This design comes from an exercise in tuning for small area on the open sky130 flow, not from production work.
Function was checked by simulation only, so behaviour that the tests miss may differ from the original.

==> flow/design.v <==
module sbs #(
    parameter CHUNK_MAX = 62,      
    parameter N_MAX     = 4095     
) (
    input  wire        clk,
    input  wire        rst,
    input  wire        cmd_valid,
    output wire        cmd_ready,
    input  wire [7:0]  cmd_op,
    input  wire [31:0] cmd_arg,
    input  wire        wd_valid,
    output wire        wd_ready,
    input  wire [7:0]  wd_data,
    output reg         rd_valid,
    output reg  [7:0]  rd_data,
    output wire        tx_valid,
    input  wire        tx_ready,
    output wire [7:0]  tx_data,
    output wire        tx_last,
    input  wire        rx_valid,
    output wire        rx_ready,
    input  wire [7:0]  rx_data,
    output wire        busy,
    output wire [7:0]  status,
    output wire [7:0]  cause,
    output wire [31:0] pins
);
    localparam [3:0] OP_SET_PINS   = 4'h1,
                     OP_LINK_INIT  = 4'h2,
                     OP_LINK_CLOSE = 4'h3,
                     OP_ENCODE     = 4'h4,
                     OP_DECODE     = 4'h5,
                     OP_TRANSFER   = 4'h6,
                     OP_WRITE_READ = 4'h7,
                     OP_CS_ASSERT  = 4'h8,
                     OP_CS_RELEASE = 4'h9,
                     OP_INSTR      = 4'hA;
    localparam [7:0] C_NONE      = 8'd0,
                     C_CLOCK     = 8'd3,
                     C_ECHO      = 8'd4,
                     C_PARAMETER = 8'd5,
                     C_RESOURCE  = 8'd6;
    localparam [2:0] S_IDLE   = 3'd0,
                     S_SEND   = 3'd1,
                     S_DUP    = 3'd2,
                     S_READ   = 3'd3,
                     S_FINISH = 3'd4,
                     S_END    = 3'd5,
                     S_ENC    = 3'd6,
                     S_DEC    = 3'd7;
    localparam [1:0] K_WR = 2'd0, K_INSN = 2'd1, K_CS = 2'd2, K_XFER = 2'd3;
    reg [7:0] pin_cs, pin_clk, pin_din, pin_dout;
    reg       pins_valid, link_open, cs_known, cs_level, faulted, err;
    reg [7:0] cause_r;
    reg [2:0]  state;
    reg [1:0]  kind;
    reg        o_flag;          
    reg        p_flag;          
    reg        lvl;             
    reg [7:0]  cbyte;           
    reg [16:0] flen;            
    reg [16:0] fpos;            
    reg [6:0]  cpos;            
    reg [7:0]  dup_byte;        
    reg [16:0] rpos;            
    reg [6:0]  rcnt;            
    reg [31:0] insn;            
    reg [7:0]  data_byte;       
    reg        have_byte;
    reg [7:0]  rx_sh;           
    reg [7:0]  rx1, rx2, rx3;   
    reg        clk_err;
    assign busy      = (state != S_IDLE);
    assign cmd_ready = (state == S_IDLE) && !faulted;
    assign status    = {2'b00, err, faulted, cs_known & cs_level, cs_known, link_open, pins_valid};
    assign cause     = cause_r;
    assign pins      = {pin_cs, pin_clk, pin_din, pin_dout};
    wire        f_payload = (kind != K_CS) && (fpos >= 17'd2) && (fpos < flen - 17'd2);
    wire [16:0] fvec      = fpos - 17'd2;            
    wire [1:0]  fbyte_k   = fvec[5:4];               
    wire [2:0]  fbit_j    = fvec[3:1];
    wire        fhi       = fvec[0];
    wire [7:0]  insn_byte = (fbyte_k == 2'd0) ? insn[31:24] :
                            (fbyte_k == 2'd1) ? insn[23:16] :
                            (fbyte_k == 2'd2) ? insn[15:8]  : insn[7:0];
    wire [7:0]  cur_byte  = (kind == K_INSN) ? insn_byte : data_byte;
    wire        dbit      = cur_byte[3'd7 - fbit_j];
    wire [7:0]  fbyte     = !f_payload       ? cbyte :
                            (kind == K_XFER) ? (data_byte | cbyte) :
                            ((dbit ? pin_dout : 8'h00) | (fhi ? pin_clk : 8'h00) | cbyte);
    wire        need_byte = f_payload && (kind == K_WR || kind == K_XFER) && !have_byte;
    wire        e_dbit    = !p_flag && data_byte[3'd7 - fpos[3:1]];
    wire [7:0]  e_vec     = (e_dbit ? pin_dout : 8'h00) | (fpos[0] ? pin_clk : 8'h00);
    wire        d_clk     = |(wd_data & pin_clk);
    wire        d_din     = |(wd_data & pin_din);
    wire [7:0]  d_byte    = {rx_sh[6:0], d_din};
    assign wd_ready = ((state == S_SEND) && need_byte) ||
                      ((state == S_ENC) && !have_byte) ||
                      (state == S_DEC);
    assign tx_valid = ((state == S_SEND) && !need_byte) || (state == S_DUP);
    assign tx_data  = (state == S_DUP) ? dup_byte : fbyte;
    assign tx_last  = (state == S_DUP);
    assign rx_ready = (state == S_READ);
    wire        r_payload = (kind != K_CS) && (rpos >= 17'd2) && (rpos < flen - 17'd2);
    wire [16:0] rvec      = rpos - 17'd2;
    wire        r_clk     = |(rx_data & pin_clk);
    wire        r_din     = |(rx_data & pin_din);
    wire [7:0]  r_byte    = {rx_sh[6:0], r_din};
    wire [3:0]  c_op    = cmd_op[7:4];
    wire [3:0]  c_flags = cmd_op[3:0];
    wire [15:0] c_n     = cmd_arg[15:0];
    wire [19:0] c_vecs  = {c_n, 4'h0};         
    function one_hot8(input [7:0] m);
        one_hot8 = (m != 8'h00) && ((m & (m - 8'h01)) == 8'h00);
    endfunction
    wire [7:0] a_cs   = cmd_arg[31:24];
    wire [7:0] a_clk  = cmd_arg[23:16];
    wire [7:0] a_din  = cmd_arg[15:8];
    wire [7:0] a_dout = cmd_arg[7:0];
    wire pins_ok = one_hot8(a_cs) && one_hot8(a_clk) && one_hot8(a_din) && one_hot8(a_dout) &&
                   (a_cs != a_clk) && (a_cs != a_dout) && (a_clk != a_dout) &&
                   (a_din != a_cs) && (a_din != a_clk);
    wire accept = cmd_valid && cmd_ready;
    task automatic fault(input [7:0] why);
        begin
            cause_r   <= why;
            faulted   <= 1'b1;
            cs_known  <= 1'b0;
            cs_level  <= 1'b0;
            link_open <= 1'b0;
        end
    endtask
    task automatic start_frame(input [1:0] k, input o, input l, input [7:0] cb, input [16:0] len);
        begin
            kind      <= k;
            o_flag    <= o;
            lvl       <= l;
            cbyte     <= cb;
            flen      <= len;
            fpos      <= 17'd0;
            cpos      <= 7'd0;
            rpos      <= 17'd0;
            have_byte <= 1'b0;
            clk_err   <= 1'b0;
            state     <= S_SEND;
        end
    endtask
    always @(posedge clk) begin
        if (rst) begin
            state      <= S_IDLE;
            pins_valid <= 1'b0;
            link_open  <= 1'b0;
            cs_known   <= 1'b0;
            cs_level   <= 1'b0;
            faulted    <= 1'b0;
            err        <= 1'b0;
            cause_r    <= C_NONE;
            rd_valid   <= 1'b0;
            rd_data    <= 8'h00;
        end else begin
            rd_valid <= 1'b0;
            case (state)
            S_IDLE: if (accept) begin
                case (c_op)
                OP_SET_PINS, OP_LINK_INIT, OP_LINK_CLOSE, OP_DECODE,
                OP_CS_ASSERT, OP_CS_RELEASE, OP_INSTR:
                    if (c_flags == 4'h0) err <= 1'b0;
                OP_ENCODE:
                    if (c_flags[3:1] == 3'b000) err <= 1'b0;
                OP_TRANSFER, OP_WRITE_READ:
                    if (c_flags[3:2] == 2'b00) err <= 1'b0;
                default: ;
                endcase
                case (c_op)
                OP_SET_PINS:
                    if (c_flags != 4'h0 || !pins_ok) fault(C_PARAMETER);
                    else begin
                        pin_cs     <= a_cs;
                        pin_clk    <= a_clk;
                        pin_din    <= a_din;
                        pin_dout   <= a_dout;
                        pins_valid <= 1'b1;
                        cs_known   <= 1'b0;
                        cs_level   <= 1'b0;
                    end
                OP_LINK_INIT:
                    if (c_flags != 4'h0 || !pins_valid) fault(C_PARAMETER);
                    else begin
                        link_open <= 1'b1;
                        cs_known  <= 1'b0;
                        cs_level  <= 1'b0;
                    end
                OP_LINK_CLOSE:
                    if (c_flags != 4'h0) fault(C_PARAMETER);
                    else begin
                        link_open <= 1'b0;
                        cs_known  <= 1'b0;
                        cs_level  <= 1'b0;
                    end
                OP_ENCODE:
                    if (c_flags[3:1] != 3'b000)             fault(C_PARAMETER);
                    else if (!pins_valid)                   fault(C_PARAMETER);
                    else if (c_n > N_MAX)                   fault(C_RESOURCE);
                    else if (c_n != 16'd0) begin
                        p_flag    <= c_flags[0];
                        flen      <= c_vecs[16:0];
                        fpos      <= 17'd0;
                        have_byte <= 1'b0;
                        state     <= S_ENC;
                    end
                OP_DECODE:
                    if (c_flags != 4'h0)                    fault(C_PARAMETER);
                    else if (!pins_valid)                   fault(C_PARAMETER);
                    else if (c_n > N_MAX)                   fault(C_RESOURCE);
                    else if (c_n != 16'd0) begin
                        flen      <= c_vecs[16:0];
                        fpos      <= 17'd0;
                        clk_err   <= 1'b0;
                        state     <= S_DEC;
                    end
                OP_TRANSFER:
                    if (c_flags[3:2] != 2'b00)              fault(C_PARAMETER);
                    else if (c_n == 16'd0)                  ;   
                    else if (!pins_valid)                   fault(C_PARAMETER);
                    else if (!link_open)                    fault(C_PARAMETER);
                    else if (!c_flags[1] && !cs_known)      fault(C_PARAMETER);
                    else if (c_n > 16 * N_MAX)              fault(C_RESOURCE);
                    else begin
                        if (c_flags[1])
                            start_frame(K_XFER, c_flags[0], 1'b0, 8'h00, {1'b0, c_n} + 17'd4);
                        else
                            start_frame(K_XFER, c_flags[0], cs_level, cs_level ? pin_cs : 8'h00,
                                        {1'b0, c_n} + 17'd4);
                    end
                OP_WRITE_READ:
                    if (c_flags[3:2] != 2'b00)              fault(C_PARAMETER);
                    else if (c_n == 16'd0)                  ;   
                    else if (!pins_valid)                   fault(C_PARAMETER);
                    else if (c_n > N_MAX)                   fault(C_RESOURCE);
                    else if (!link_open)                    fault(C_PARAMETER);
                    else if (!c_flags[1] && !cs_known)      fault(C_PARAMETER);
                    else begin
                        if (c_flags[1])
                            start_frame(K_WR, c_flags[0], 1'b0, 8'h00, {1'b0, c_n[11:0], 4'h0} + 17'd4);
                        else
                            start_frame(K_WR, c_flags[0], cs_level, cs_level ? pin_cs : 8'h00,
                                        {1'b0, c_n[11:0], 4'h0} + 17'd4);
                    end
                OP_CS_ASSERT, OP_CS_RELEASE:
                    if (c_flags != 4'h0 || !pins_valid || !link_open) fault(C_PARAMETER);
                    else if (c_op == OP_CS_ASSERT)
                        start_frame(K_CS, 1'b0, 1'b0, 8'h00, 17'd1);
                    else
                        start_frame(K_CS, 1'b0, 1'b1, pin_cs, 17'd1);
                OP_INSTR:
                    if (c_flags != 4'h0 || !pins_valid || !link_open) fault(C_PARAMETER);
                    else begin
                        insn <= cmd_arg;
                        start_frame(K_INSN, 1'b1, 1'b0, 8'h00, 17'd68);
                    end
                default:
                    fault(C_PARAMETER);
                endcase
            end
            S_SEND: begin
                if (wd_ready && wd_valid) begin
                    data_byte <= wd_data;
                    have_byte <= 1'b1;
                end
                if (tx_valid && tx_ready) begin
                    if (fpos == 17'd0) begin
                        cs_known <= 1'b1;
                        cs_level <= lvl;
                    end
                    if (f_payload && (kind == K_XFER || fvec[3:0] == 4'hF))
                        have_byte <= 1'b0;
                    fpos     <= fpos + 17'd1;
                    cpos     <= cpos + 7'd1;
                    dup_byte <= fbyte;
                    if (cpos + 7'd1 == CHUNK_MAX || fpos + 17'd1 == flen)
                        state <= S_DUP;
                end
            end
            S_DUP: if (tx_ready) begin
                rcnt  <= 7'd0;
                state <= S_READ;
            end
            S_READ: if (rx_valid) begin
                rcnt <= rcnt + 7'd1;
                if (rcnt != 7'd0) begin
                    rpos <= rpos + 17'd1;
                    if (r_payload && o_flag && kind == K_XFER) begin
                        rd_valid <= 1'b1;
                        rd_data  <= rx_data;
                    end else if (r_payload && o_flag) begin
                        if (!rvec[0]) begin
                            if (r_clk) clk_err <= 1'b1;
                        end else begin
                            if (!r_clk) clk_err <= 1'b1;
                            rx_sh <= r_byte;
                            if (rvec[3:0] == 4'hF) begin
                                if (kind == K_WR) begin
                                    rd_valid <= 1'b1;
                                    rd_data  <= r_byte;
                                end else begin
                                    case (rvec[5:4])
                                    2'd1: rx1 <= r_byte;
                                    2'd2: rx2 <= r_byte;
                                    2'd3: rx3 <= r_byte;
                                    default: ;
                                    endcase
                                end
                            end
                        end
                    end
                end
                if (rcnt == cpos) begin
                    cpos <= 7'd0;
                    if (fpos == flen) state <= S_FINISH;
                    else              state <= S_SEND;
                end
            end
            S_FINISH: begin
                state <= S_END;
                if (o_flag && clk_err)
                    fault(C_CLOCK);
                else if (kind == K_INSN) begin
                    if (rx1 != insn[31:24] || rx2 != insn[23:16])
                        fault(C_ECHO);
                    else begin
                        rd_valid <= 1'b1;
                        rd_data  <= rx3;
                    end
                end
            end
            S_END: state <= S_IDLE;
            S_ENC: begin
                if (wd_ready && wd_valid) begin
                    data_byte <= wd_data;
                    have_byte <= 1'b1;
                end
                if (have_byte) begin
                    rd_valid <= 1'b1;
                    rd_data  <= e_vec;
                    fpos     <= fpos + 17'd1;
                    if (fpos[3:0] == 4'hF) have_byte <= 1'b0;
                    if (fpos + 17'd1 == flen) state <= S_END;
                end
            end
            S_DEC: if (wd_valid) begin
                fpos <= fpos + 17'd1;
                if (!fpos[0]) begin
                    if (d_clk) clk_err <= 1'b1;
                end else begin
                    if (!d_clk) clk_err <= 1'b1;
                    rx_sh <= d_byte;
                    if (fpos[3:0] == 4'hF) begin
                        rd_valid <= 1'b1;
                        rd_data  <= d_byte;
                    end
                end
                if (fpos + 17'd1 == flen) begin
                    err   <= clk_err || (fpos[0] && !d_clk);
                    state <= S_END;
                end
            end
            default: state <= S_IDLE;
            endcase
        end
    end
endmodule
==> flow/run.sh <==
#!/bin/bash
# synth_recipe.tcl (not shown) runs the flow's synth.tcl, then flattens the netlist and writes it again
# the make line also repeats each setting of config.mk as NAME=value (left out here)
make -C /OpenROAD-flow-scripts/flow DESIGN_CONFIG=/design/flow/config.mk WORK_HOME=/design/flow/orfs CLKGATE_MAP_FILE= SYNTH_SCRIPT=/design/flow/synth_recipe.tcl finish
==> flow/config.mk <==
export PLATFORM = sky130hd
export DESIGN_NAME = sbs
export DESIGN_NICKNAME = sbs
export VERILOG_FILES = /design/flow/design.v
export SDC_FILE = /design/flow/constraint.sdc
export NUM_CORES = 4
export LEC_CHECK = 0
export CAP_MARGIN = 20
export CORE_MARGIN = 2
export CORE_UTILIZATION = 40
export SLEW_MARGIN = 20
==> flow/constraint.sdc <==
create_clock -name core_clock -period 10.0 [get_ports {clk}]
set_input_delay 2.0000 -clock core_clock [delete_from_list [all_inputs] [get_ports {clk}]]
set_output_delay 2.0000 -clock core_clock [all_outputs]
set_load 0.01 [all_outputs]
==> flow_summary.ini <==
[status]
outcome = no timing/DRC/antenna violations

[global_routing]
grt_usage = 0.253
grt_antenna_before_repair = 0
grt_max_degree = 38
grt_pass1_vias = 11200
grt_pass1_wl_um = 69800
grt_overflow = 0

[logic_synthesis]
synth_top_area_frac = 0.412
yosysSeqAreaShare = 0.449
syn_avg_cell_area_um2 = 9.72
synth-edff-count = 191
synth_area_mm2 = 0.0139
async_flop_share = 0
synth-seq-cells = 217
synth_top_area_cell = edfxtp_1
netlist-cell-type-count = 82
ys_top_cells_by_area = edfxtp_1 (41%), xnor2_1 (5.0%), xor2_1 (4.7%)
ys.warnings.count = 1
synth_ff_type = edfxtp_1
syn_inst = 1432

[drt]
firstDrtPassIters = 5
detail-route-antenna-nets = 0
routed_wl_um = 46500
drc = 0
wl_per_cell_um = 23.4
vias = 11900
vias_per_cell = 6.00
first_iter_violations = 1107

[cells_and_area]
n_fill_cell = 3223
nets = 1631
n_antenna_cell = 0
final_common_cell = edfxtp_1
areaGrowthSynthToFinish_pct = 17.8
drive_gt1_frac = 0.0703
final_cell_mix = edfxtp_1 (191), nor2_1 (139), nand2_1 (130), clkdlybuf4s50_1 (130), o21ai_0 (80)
seqCellArea_mm2 = 0.00626
multiInputGateArea_mm2 = 0.00716

[worst_setup_path]
cp_cell_sequence = or4_1 -> nor4_1 -> xnor2_1 -> ha_1 -> a22oi_1 -> o211ai_1 -> o22a_1 -> maj3_2 -> o311a_1 -> nor2_1 -> buf_4 -> a31oi_1 -> a21oi_1 -> o22a_1 -> clkdlybuf4s50_1
crit_buf_inv = 2
slowest_delay_ps = 710
worstSetupEndpointType = output pin
cp_top_family = compound AO/OA/AOI/OAI gates
worstPathArrival_ps = 5070
critPathSlowestCell = or4_1
crit_path_max_fanout = 22
cp-start-kind = flop
critical_path_class = flop to output pin
path_common_cell = o22a_1
critPathRequiredTime_ps = 8000

[timing]
min_period_ps = 7070
setup_violations = 0
rsz0062_at_grt = no
skew_ps = 27.1
slew_headroom = 0.346
post-route-period-util = 0.707
slew_violations = 0
fmax_mhz = 141
tightest_slew_ps = 980
hold_viol = 0
finalSetupTns_ps = 0
timing.final.ws_setup_ps = 2930

[pwr]
p_sw_uw = 836
power_frac_comb = 0.244
p_leak_uw = 0.00557
swShare = 0.320
fin_total_pwr_uw = 2620
p_seq_frac = 0.407
p_int_uw = 1780
power.density_mw_per_mm2 = 160
p_clk_frac = 0.349
vdd.ir_drop.worst_mv = 0.114

[cts]
cts_buffers = 26
cts_tree = built
clockRootBuffer = clkbuf_16
cts_resized = 0
postCtsSetupBuffers = 0
clk_latency_ps = 560
clkTransAtPathRegs_ps = 60
ctsHoldBuffers = 0
cts_sinks = 217
cts_htree_levels = 1
clock_path_buffers = 3

[placed_design]
portBuffers = 130
dpl.hpwl_um = 34800
gp_congestion = 0.980
post-place-ws_ps = 3510

[floorplanning]
die_x_um = 191
start_util = 0.405
die_area_mm2 = 0.0363
die_h_um = 191
rows = 68
io_pins = 133
core_mm2 = 0.0344

[hold_path]
hp-class = flop to flop

[flow_run]
cap_violations = 0
[power by group through the flow]
| stage | Combinational [uW] | Clock (uW) | Sequential, uW |
|---|---|---|---|
| 2_1_floorplan | 381 | 0 | 1080 |
| 3_3_place_gp | 623 | 0 | 1080 |
| 3_5_place_dp | 627 | 0 | 1080 |
| 4_1_cts | 631 | 921 | 1070 |
| 5_1_grt | 697 | 955 | 1070 |
| 6_report | 639 | 912 | 1070 |
[stage by stage]
stage                     hold slack [ps]  instances  utilization  instance area, um2
after floorplan                       464       1433            -               13900
final                                 456       1991        0.477               16400
after detailed placement              445       1944        0.453               15600
after CTS                             464       1990        0.477               16400
after global placement                446       1944        0.453               15600
after global routing                  478       1991        0.477               16400
[registers in the layout, indices dropped and copies added (netlist names), 2 cells and up]
signal     cells
rx3            8
pin_cs         8
rpos          17
rx1            8
rcnt           7
data_byte      8
pin_clk        8
fpos          17
flen          17
dup_byte       8
pin_dout       8
rx_sh          7
cpos           7
insn          32
pin_din        8
cause_r        8
kind           2
rd_data        8
cbyte          8
rx2            8
state          3
[Yosys cell counts, types with 7 or more instances]
| cell | number |
|---|---|
| a221o_1 | 9 |
| and3_1 | 12 |
| clkbuf_1 | 65 |
| nor2b_1 | 9 |
| buf_4 | 10 |
| a22oi_1 | 20 |
| inv_1 | 39 |
| edfxtp_1 | 191 |
| ha_1 | 51 |
| o211ai_1 | 10 |
| o21a_1 | 10 |
| nor3_1 | 35 |
| a31oi_1 | 16 |
| xor2_1 | 75 |
| nand2b_1 | 13 |
| nand2_1 | 130 |
| nand3_1 | 39 |
| a211oi_1 | 16 |
| or4_1 | 9 |
| o22ai_1 | 8 |
| buf_2 | 10 |
| mux2_2 | 9 |
| xnor2_1 | 80 |
| nand4_1 | 27 |
| and2_1 | 22 |
| buf_1 | 7 |
| o21ai_0 | 80 |
| nor2_1 | 141 |
| o31ai_1 | 7 |
| o22a_1 | 10 |
| dfxtp_1 | 26 |
| nor4_1 | 21 |
| a32oi_1 | 8 |
| or3_1 | 16 |
| mux2i_1 | 21 |
| a21oi_1 | 78 |
[final timing paths]
path / slack, ps / from / cells after the start / endpoint
setup / recovery: 2930 / flen[5]$_DFFE_PP_ / 15 / tx_data[0]
hold / removal: 460 / cause_r[4]$_SDFFE_PP0P_ / 1 / cause_r[4]$_SDFFE_PP0P_
setup reg to reg: 4870 / flen[5]$_DFFE_PP_ / 16 / rx_sh[5]$_DFFE_PP_
hold reg to reg: 460 / cause_r[4]$_SDFFE_PP0P_ / 1 / cause_r[4]$_SDFFE_PP0P_
[area by class of cell]
class                   count  area share
flip-flops and latches    217       0.381
well taps                 455      0.0347
clock buffers              27      0.0399
repair buffers            149      0.0879
inverters                  41     0.00938
multi-input cells        1083       0.437
clock inverters            19      0.0101
[kinds of logic (layout without fill, tap and decap cells)]
group                    Yosys count  in the layout  share of synthesized area
XOR/XNOR                         155            155                     0.0975
AND/OR/NAND/NOR                  517            517                      0.187
multiplexers                      33             33                     0.0272
adder cells (fa/ha/maj)           53             53                     0.0474
other                              1              2                   0.000269
AO/OA/AOI/OAI                    323            323                      0.152
buffers and inverters            133            236                     0.0395
flip-flops                       217            217                      0.449
[routing by layer]
metal | part of all wire | GRT usage | routed length (um) | up-vias
met5 | 0 | 0 | 0 | -
met4 | 0.029 | 0.0739 | 1340 | 0
met3 | 0.086 | 0.0366 | 4020 | 91
met2 | 0.46 | 0.399 | 21300 | 592
met1 | 0.43 | 0.361 | 19900 | 5802
li1 | - | - | - | 5457

re-timing with driven ports:
No port has a modelled driver above. Below, the same layout with a new extraction and two added sets of constraints.
Step 1 sets driving cells, clkbuf_16 on the clock port and buf_2 on the other inputs (assumed; they add their load-dependent delay and slew).
Step 2 adds t to the input delays and takes it off the output delays; t is the mean of the earliest and latest rising clock arrival at the registers after step 1. Input paths then give back, and output paths get back, about the clock's delay inside the block.
a / b / c = ideal ports / drivers / drivers and shift; a / b = the first two.
t, ns: 0.601
setup WS [ns]: 2.929 / 2.878 / 3.478
worst slew at a driven data input, ns: 0.04
After both steps setup and hold are still met in this run. The setup slack of this run moves by -0.051 ns with the drivers and by +0.549 ns with both steps.
